From an optimization exercise on the open Yosys and OpenROAD flow, aimed at small area, a short achievable clock period and few clock cycles; shortcuts taken in it are not production practice. Only simulation tests tie the RTL to the original design; equivalence was not proved. No activity file was given, so power comes from the tool's default toggle rates.

==> inputs of xenon <==
==> flow/design.v (excerpt) <==
module st2play_fx (
    input             clk,
    input             rst_n,
    input             cmd_valid,
    output            cmd_ready,
    input      [3:0]  cmd_op,
    input      [1:0]  cmd_ch,
    input      [31:0] cmd_arg,
    output reg        out_valid,
    output reg [31:0] out_data
);
Settings: LEC_CHECK=0, CAP_MARGIN=20, CORE_MARGIN=2, CORE_UTILIZATION=40, SLEW_MARGIN=20; clock period 14.0 ns.
standard.sh (not shown) runs the stock make flow with config.mk's settings and CLKGATE_MAP_FILE= SYNTH_SCRIPT=/design/flow/synth_recipe.tcl, a recipe that flattens the netlist after the stock synthesis.
==> flow/flow/run.sh <==
#!/bin/bash
set -euo pipefail
cd "$(dirname "$0")/.."
bash standard.sh SETUP_SLACK_MARGIN=9 finish > flow_make.log 2>&1
==> quartz (differences from xenon) <==
--- a/flow/design.v
+++ b/flow/design.v
@@ -19,39 +19,38 @@
     reg [2:0]  st;
     reg [2:0]  cnt;
     reg [1:0]  dch;
     reg [4:0]  dn0;
     reg [3:0]  dhi;
     reg [15:0] d;
     reg [17:0] d3;
-    reg [4:0]  dlen;
     reg        dzero;
     reg [15:0] r;
     reg [15:0] z;
     reg [7:0]  tlo;
     wire [3:0] k  = (m == 2'd2) ? 4'd0 : (m == 2'd1) ? param[7:4] : param[3:0];
     wire [4:0] n0 = {1'b0, note[3:0]} + {1'b0, k};
-    reg  [4:0] c2len;
-    integer i;
-    always @(*) begin
-        c2len = 5'd0;
-        for (i = 0; i < 16; i = i + 1)
-            if (c2[i]) c2len = i[4:0] + 5'd1;
-    end
     wire [14:0] p0;
     wire [1:0]  wrap;
     wire [8:0]  lfo_unused;
     st2fx_tables u_tab (
         .n0       (dn0),
         .lfo_idx  (6'd0),
         .p0       (p0),
         .wrap     (wrap),
         .lfo      (lfo_unused)
     );
     wire [14:0] p0w   = p0 >> wrap;
+    reg  [4:0] dlen;
+    integer i;
+    always @(*) begin
+        dlen = 5'd0;
+        for (i = 0; i < 16; i = i + 1)
+            if (d[i]) dlen = i[4:0] + 5'd1;
+    end
     wire [4:0]  p0len = (dn0 == 5'd0 || dn0 == 5'd12 || dn0 == 5'd24) ? 5'd15 : 5'd14;
     wire        short = ({2'd0, dhi} + {4'd0, wrap} + {1'b0, dlen} + 6'd1) >= {1'b0, p0len};
     wire [14:0] tv    = p0w >> dhi;
     wire [19:0] T     = {tv, 5'd0} + {5'd0, tv};
     function [17:0] r4step;    
         input [15:0] rr;
         input [1:0]  b;
@@ -96,17 +95,17 @@
         S_ITERL: cnt_nx = cnt - 3'd1;
         default: ;
         endcase
         if (commit) st_nx = S_IDLE;
         if (start) st_nx = S_PREP1;
     end
     wire dzero_nx = start ? (c2 == 16'd0) : dzero;
-    assign commit_in1 = (st_nx == S_ITERL && cnt_nx == 3'd1) || (st_nx == S_PREP1 && dzero_nx);
-    assign commit_in2 = (st_nx == S_ITERL && cnt_nx == 3'd2);
-    assign free_in1   = (st_nx == S_IDLE) || commit_in1;
+    assign commit_in1 = (st == S_ITERL && cnt == 3'd2) || (start && c2 == 16'd0);
+    assign commit_in2 = (st == S_ITERL && cnt == 3'd3);
+    assign free_in1   = ((st == S_IDLE || commit) && !start) || commit_in1;
     always @(posedge clk) begin
         if (rst) begin
             st    <= S_IDLE;
             cnt   <= 3'd0;
             dzero <= 1'b0;
         end else begin
             st    <= st_nx;
@@ -116,15 +115,14 @@
     end
     always @(posedge clk) begin
         if (start) begin
             dch  <= ch_in;
             dn0  <= n0;
             dhi  <= note[7:4];
             d    <= c2;
-            dlen <= c2len;
         end
         case (st)
         S_PREP1: begin
             d3 <= {2'd0, d} + {1'b0, d, 1'b0};
             if (short) begin
                 r <= {4'd0, T[19:8]};
                 z <= {T[7:0], 8'd0};
@@ -388,20 +386,21 @@
     reg [15:0] c2spd      [0:3];
     reg [6:0]  gvol;
     reg        rdy;
     reg        cr_v;
     reg        cr_tick, cr_row, cr_note, cr_per, cr_vol, cr_gvol, cr_get;
     reg [1:0]  cr_ch;
     reg [31:0] cr_arg;
-    reg [3:0]  get_ok, wr_ok;
+    reg        get_ok;
+    reg [3:0]  wr_ok;
     reg        tick_ok, gvol_ok;
     assign cmd_ready = rdy;
     wire cr_wr   = cr_row | cr_note | cr_per | cr_vol;
     wire cr_ok   = ~(cr_tick & ~tick_ok) & ~(cr_gvol & ~gvol_ok) &
-                   ~(cr_get & ~get_ok[cr_ch]) & ~(cr_wr & ~wr_ok[cr_ch]);
+                   ~(cr_get & ~get_ok) & ~(cr_wr & ~wr_ok[cr_ch]);
     wire ex      = cr_v & cr_ok;
     wire tick_ex = ex & cr_tick;
     wire row_ex  = ex & cr_row;
     wire note_ex = ex & cr_note;
     wire per_ex  = ex & cr_per;
     wire vol_ex  = ex & cr_vol;
     wire gvol_ex = ex & cr_gvol;
@@ -553,32 +552,32 @@
         end
         for (c = 0; c < 4; c = c + 1)
             wr_ok_nx[c] = ~pend_nx[c] & ~dpend_nx[c] &
                           ~(qv_nx[0] && q_ch[0] == c) & ~(qv_nx[1] && q_ch[1] == c) &
                           ~(qv_nx[2] && q_ch[2] == c) & ~(qv_nx[3] && q_ch[3] == c) &
                           ~(get_ex && cr_ch == c);
     end
-    wire [3:0] get_ok_nx  = {4{~(&qv_nx)}};
+    wire       get_ok_nx  = ~(&qv_nx);
     wire       tick_ok_nx = ~a_v_nx & ~(|arp_todo_nx) & dv_free1;
     wire       gvol_ok_nx = ~(|pend_nx);
     wire       crv_nx = rdy ? cmd_valid : cr_v;
     wire [3:0] op_nx  = cmd_op;
     wire [1:0] ch_nx  = rdy ? cmd_ch : cr_ch;
     reg        okin_nx;
     always @(*) begin
         case (op_nx)
         OP_TICK:     okin_nx = tick_ok_nx;
         OP_SET_GVOL: okin_nx = gvol_ok_nx;
-        OP_GET:      okin_nx = get_ok_nx[ch_nx];
+        OP_GET:      okin_nx = get_ok_nx;
         OP_ROW, OP_SET_NOTE, OP_SET_PERIOD, OP_SET_VOL: okin_nx = wr_ok_nx[ch_nx];
         default:     okin_nx = 1'b1;
         endcase
     end
     wire okcr_nx = ~(cr_tick & ~tick_ok_nx) & ~(cr_gvol & ~gvol_ok_nx) &
-                   ~(cr_get & ~get_ok_nx[cr_ch]) & ~(cr_wr & ~wr_ok_nx[cr_ch]);
+                   ~(cr_get & ~get_ok_nx) & ~(cr_wr & ~wr_ok_nx[cr_ch]);
     wire ok_nx = rdy ? okin_nx : okcr_nx;
     wire [3:0] rw_cmd   = cr_arg[3:0];
     wire [7:0] rw_par   = cr_arg[15:8];
     wire       rw_trem  = (rw_cmd == C_TREMOR);
     wire       rw_vib   = (rw_cmd == C_VIBRATO) || (rw_cmd == C_VS_VIB);
     wire [3:0] rw_trc   = tr_ctr[cr_ch];
     wire       rw_trs   = tr_state[cr_ch];
@@ -600,15 +599,15 @@
                 tr_ctr[j]     <= 4'd0;
                 tr_state[j]   <= 1'b0;
                 last_note[j]  <= 8'd0;
                 c2spd[j]      <= 16'd8448;
             end
             gvol     <= 7'd64;
             cr_v     <= 1'b0;
-            get_ok   <= 4'hF;
+            get_ok   <= 1'b1;
             wr_ok    <= 4'hF;
             tick_ok  <= 1'b1;
             gvol_ok  <= 1'b1;
             a_v      <= 1'b0;
             a_ch     <= 2'd0;
             b_v      <= 1'b0;
             pend     <= 4'd0;
==> notes <==
Against quartz, the combinational power of xenon is smaller by about 8%. Between quartz and xenon, the lower register-to-register slack is in quartz (gap 0.15 ns). In quartz the first-iteration DRC count is lower than in xenon, by 2.1%. Between quartz and xenon, the lower clock power is in xenon (gap about 3%, measured against xenon).
Testbench counts of xenon, summed over its fixed seeds: cycles 10,383.
Testbench counts of quartz, summed over its fixed seeds: cycles 10,383.

---

==> inputs of run a <==
st2play_fx, a different RTL version from the one above (not shown whole).
// st2play_fx
module st2play_fx (
    input             clk,
    input             rst_n,
    input             cmd_valid,
    output            cmd_ready,
    input      [3:0]  cmd_op,
    input      [1:0]  cmd_ch,
    input      [31:0] cmd_arg,
    output reg        out_valid,
    output reg [31:0] out_data
);
Settings: LEC_CHECK=0, CAP_MARGIN=20, CORE_MARGIN=2, CORE_UTILIZATION=40, SLEW_MARGIN=20; clock period 14.0 ns.
==> flow/flow/run.sh <==
#!/bin/bash
set -euo pipefail
cd "$(dirname "$0")/.."
bash standard.sh SETUP_SLACK_MARGIN=8.5 finish > flow_make.log 2>&1
==> inputs of run b, as changes to run a <==
--- a/flow/design.v
+++ b/flow/design.v
@@ -18,41 +18,40 @@
     localparam [2:0] S_IDLE = 3'd0, S_PREP1 = 3'd1, S_ITERH = 3'd3, S_ITERL = 3'd4;
     reg [2:0]  st;
     reg [2:0]  cnt;
     reg [1:0]  dch;
     reg [4:0]  dn0;
     reg [3:0]  dhi;
     reg [15:0] d;
     reg [17:0] d3;
-    reg [4:0]  dlen;
     reg        dzero;
     reg [15:0] r;
     reg [15:0] z;
     reg [7:0]  tlo;
     wire [3:0] k  = (m == 2'd2) ? 4'd0 : (m == 2'd1) ? param[7:4] : param[3:0];
     wire [4:0] n0 = {1'b0, note[3:0]} + {1'b0, k};
-    reg  [4:0] c2len;
-    integer i;
-    always @(*) begin
-        c2len = 5'd0;
-        for (i = 0; i < 16; i = i + 1)
-            if (c2[i]) c2len = i[4:0] + 5'd1;
-    end
     wire [14:0] p0;
     wire [1:0]  wrap;
     wire [8:0]  lfo_unused;
     st2fx_tables u_tab (
         .n0       (dn0),
         .lfo_idx  (6'd0),
         .p0       (p0),
         .wrap     (wrap),
         .lfo      (lfo_unused)
     );
     wire [14:0] p0w   = p0 >> wrap;
+    reg  [4:0] dlen;
+    integer i;
+    always @(*) begin
+        dlen = 5'd0;
+        for (i = 0; i < 16; i = i + 1)
+            if (d[i]) dlen = i[4:0] + 5'd1;
+    end
     wire [4:0]  p0len = (dn0 == 5'd0 || dn0 == 5'd12 || dn0 == 5'd24) ? 5'd15 : 5'd14;
     wire        short = ({2'd0, dhi} + {4'd0, wrap} + {1'b0, dlen} + 6'd1) >= {1'b0, p0len};
     wire [14:0] tv    = p0w >> dhi;
     wire [19:0] T     = {tv, 5'd0} + {5'd0, tv};
     function [17:0] r4step;    
         input [15:0] rr;
         input [1:0]  b;
         input [15:0] dd;
@@ -95,19 +94,19 @@
         end
         S_ITERL: cnt_nx = cnt - 3'd1;
         default: ;
         endcase
         if (commit) st_nx = S_IDLE;
         if (start) st_nx = S_PREP1;
     end
     wire dzero_nx = start ? (c2 == 16'd0) : dzero;
-    assign commit_in1 = (st_nx == S_ITERL && cnt_nx == 3'd1) || (st_nx == S_PREP1 && dzero_nx);
-    assign commit_in2 = (st_nx == S_ITERL && cnt_nx == 3'd2);
-    assign free_in1   = (st_nx == S_IDLE) || commit_in1;
+    assign commit_in1 = (st == S_ITERL && cnt == 3'd2) || (start && c2 == 16'd0);
+    assign commit_in2 = (st == S_ITERL && cnt == 3'd3);
+    assign free_in1   = ((st == S_IDLE || commit) && !start) || commit_in1;
     always @(posedge clk) begin
         if (rst) begin
             st    <= S_IDLE;
             cnt   <= 3'd0;
             dzero <= 1'b0;
         end else begin
             st    <= st_nx;
             cnt   <= cnt_nx;
@@ -115,17 +114,16 @@
         end
     end
     always @(posedge clk) begin
         if (start) begin
             dch  <= ch_in;
             dn0  <= n0;
             dhi  <= note[7:4];
             d    <= c2;
-            dlen <= c2len;
         end
         case (st)
         S_PREP1: begin
             d3 <= {2'd0, d} + {1'b0, d, 1'b0};
             if (short) begin
                 r <= {4'd0, T[19:8]};
                 z <= {T[7:0], 8'd0};
             end else begin
@@ -340,17 +338,19 @@
     input  [16:0] diff,
     input  [8:0]  lfo,
     input  [3:0]  depth,
     input  [15:0] period_cur,
     input  [15:0] period_tgt,
     output        pw,
     output [15:0] period
 );
-    wire signed [22:0] vsum = $signed({1'b0, period_tgt, 6'd0}) + $signed(lfo) * $signed({1'b0, depth});
+    wire [22:0] l23 = {{14{lfo[8]}}, lfo};
+    wire [22:0] vsum = {1'b0, period_tgt, 6'd0} + (depth[0] ? l23 : 23'd0) + (depth[1] ? {l23[21:0], 1'b0} : 23'd0)
+                     + (depth[2] ? {l23[20:0], 2'd0} : 23'd0) + (depth[3] ? {l23[19:0], 3'd0} : 23'd0);
     wire        up    = ~diff[16];                      
     wire        neg   = (kind == 3'd2) || (kind == 3'd3 && !up);
     wire [15:0] psum  = neg ? (period_cur - {4'd0, d10}) : (period_cur + {4'd0, d10});
     wire [17:0] cov   = up ? ({6'd0, d10} - {diff[16], diff}) : ({6'd0, d10} + {diff[16], diff});
     wire        clamp = (kind == 3'd3) && !cov[17];
     assign pw     = (kind != 3'd0);
     assign period = (kind == 3'd4) ? vsum[21:6] : clamp ? period_tgt : psum;
 endmodule
@@ -385,22 +385,23 @@
     reg [7:0]  last_note  [0:3];
     reg [15:0] c2spd      [0:3];
     reg [6:0]  gvol;
     reg        rdy;
     reg        cr_v;
     reg        cr_tick, cr_row, cr_note, cr_per, cr_vol, cr_gvol, cr_get;
     reg [1:0]  cr_ch;
     reg [31:0] cr_arg;
-    reg [3:0]  get_ok, wr_ok;
+    reg        get_ok;
+    reg [3:0]  wr_ok;
     reg        tick_ok, gvol_ok;
     assign cmd_ready = rdy;
     wire cr_wr   = cr_row | cr_note | cr_per | cr_vol;
     wire cr_ok   = ~(cr_tick & ~tick_ok) & ~(cr_gvol & ~gvol_ok) &
-                   ~(cr_get & ~get_ok[cr_ch]) & ~(cr_wr & ~wr_ok[cr_ch]);
+                   ~(cr_get & ~get_ok) & ~(cr_wr & ~wr_ok[cr_ch]);
     wire ex      = cr_v & cr_ok;
     wire tick_ex = ex & cr_tick;
     wire row_ex  = ex & cr_row;
     wire note_ex = ex & cr_note;
     wire per_ex  = ex & cr_per;
     wire vol_ex  = ex & cr_vol;
     wire gvol_ex = ex & cr_gvol;
     wire get_ex  = ex & cr_get;
@@ -550,34 +551,34 @@
             end
         end
         for (c = 0; c < 4; c = c + 1)
             wr_ok_nx[c] = ~pend_nx[c] & ~dpend_nx[c] &
                           ~(qv_nx[0] && q_ch[0] == c) & ~(qv_nx[1] && q_ch[1] == c) &
                           ~(qv_nx[2] && q_ch[2] == c) & ~(qv_nx[3] && q_ch[3] == c) &
                           ~(get_ex && cr_ch == c);
     end
-    wire [3:0] get_ok_nx  = {4{~(&qv_nx)}};
+    wire       get_ok_nx  = ~(&qv_nx);
     wire       tick_ok_nx = ~a_v_nx & ~(|arp_todo_nx) & dv_free1;
     wire       gvol_ok_nx = ~(|pend_nx);
     wire       crv_nx = rdy ? cmd_valid : cr_v;
     wire [3:0] op_nx  = cmd_op;
     wire [1:0] ch_nx  = rdy ? cmd_ch : cr_ch;
     reg        okin_nx;
     always @(*) begin
         case (op_nx)
         OP_TICK:     okin_nx = tick_ok_nx;
         OP_SET_GVOL: okin_nx = gvol_ok_nx;
-        OP_GET:      okin_nx = get_ok_nx[ch_nx];
+        OP_GET:      okin_nx = get_ok_nx;
         OP_ROW, OP_SET_NOTE, OP_SET_PERIOD, OP_SET_VOL: okin_nx = wr_ok_nx[ch_nx];
         default:     okin_nx = 1'b1;
         endcase
     end
     wire okcr_nx = ~(cr_tick & ~tick_ok_nx) & ~(cr_gvol & ~gvol_ok_nx) &
-                   ~(cr_get & ~get_ok_nx[cr_ch]) & ~(cr_wr & ~wr_ok_nx[cr_ch]);
+                   ~(cr_get & ~get_ok_nx) & ~(cr_wr & ~wr_ok_nx[cr_ch]);
     wire ok_nx = rdy ? okin_nx : okcr_nx;
     wire [3:0] rw_cmd   = cr_arg[3:0];
     wire [7:0] rw_par   = cr_arg[15:8];
     wire       rw_trem  = (rw_cmd == C_TREMOR);
     wire       rw_vib   = (rw_cmd == C_VIBRATO) || (rw_cmd == C_VS_VIB);
     wire [3:0] rw_trc   = tr_ctr[cr_ch];
     wire       rw_trs   = tr_state[cr_ch];
     always @(posedge clk) rst_q <= rst_n;
@@ -597,17 +598,17 @@
                 vib_ph[j]     <= 6'd0;
                 tr_ctr[j]     <= 4'd0;
                 tr_state[j]   <= 1'b0;
                 last_note[j]  <= 8'd0;
                 c2spd[j]      <= 16'd8448;
             end
             gvol     <= 7'd64;
             cr_v     <= 1'b0;
-            get_ok   <= 4'hF;
+            get_ok   <= 1'b1;
             wr_ok    <= 4'hF;
             tick_ok  <= 1'b1;
             gvol_ok  <= 1'b1;
             a_v      <= 1'b0;
             a_ch     <= 2'd0;
             b_v      <= 1'b0;
             pend     <= 4'd0;
             dpend    <= 4'd0;
==> flow/flow/run.sh (replaced) <==
#!/bin/bash
set -euo pipefail
cd "$(dirname "$0")/.."
bash standard.sh SETUP_SLACK_MARGIN=9 finish > flow_make.log 2>&1
ABC_AREA = 1   (was default)
==> qor summary <==
quantity                                                          run b           run a
Outcome                                                  finished clean  finished clean
Share of the clock period used by the worst path                  35.3%           41.3%
Hold slack final                                               0.478 ns        0.543 ns
Post-CTS repair timing setup buffer count                            74              37
Worst slack after detailed placement                            6.90 ns         6.85 ns
Start point of the worst hold path                              pend[0]        dpend[2]
Net Count, Synth                                                   7321            5834
Normalized max-slew margin                                        18.3%           16.3%
Proportion of synthesized chip area in sequential cells           40.1%           40.1%
Final HPWL from detailed placement                            152000 um       140000 um
Number of buffers and inverters on the critical path                  7               2
Number of clock-tree buffers in the layout                          130             121
Effective utilization at floorplan                                40.2%           40.3%
Average cell area after synthesis                             7.85 um^2       10.1 um^2
Required @ worst endpoint                                      14.56 ns        14.54 ns
R2R depth                                                            17              24
Vias per cell                                                      5.85            6.24
Gr usage total                                                    29.6%           26.8%
Number of enable flip-flop cells after synthesis                    620             625
Post-route clock skew                                         0.0388 ns       0.0291 ns
Area of the mapped netlist                                   54200 um^2      54600 um^2
Achievable Freq                                                 202 MHz         173 MHz
Testbench counts of run a, summed over its fixed seeds: cycles 10,383.
Testbench counts of run b, summed over its fixed seeds: cycles 10,383.

port drivers added, routing unchanged:
The results above use ideal ports. As a check the final layouts listed here were re-extracted and re-timed, cells and wires unchanged. Step 1, drivers: a clkbuf_16 drives clk and a buf_2 each remaining input, both assumed. Step 2, shift: input delay + t, output delay - t, t = (earliest + latest rising clock arrival at the registers) / 2. This alone moves slack from input paths to output paths. Slacks: ideal ports / drivers / drivers and shift; pairs: ideal ports / drivers.
run | shift t [ns] | slack for setup (ns) | worst data-port slew with drivers (ns)
xenon | 0.758 | 8.452 / 8.452 / 8.452 | 0.06
quartz | 0.777 | 8.305 / 8.305 / 8.305 | 0.05
run a | 0.758 | 8.224 / 8.224 / 8.224 | 0.09
run b | 0.798 | 9.053 / 9.053 / 9.053 | 0.05
After both steps every run listed still meets setup and hold.
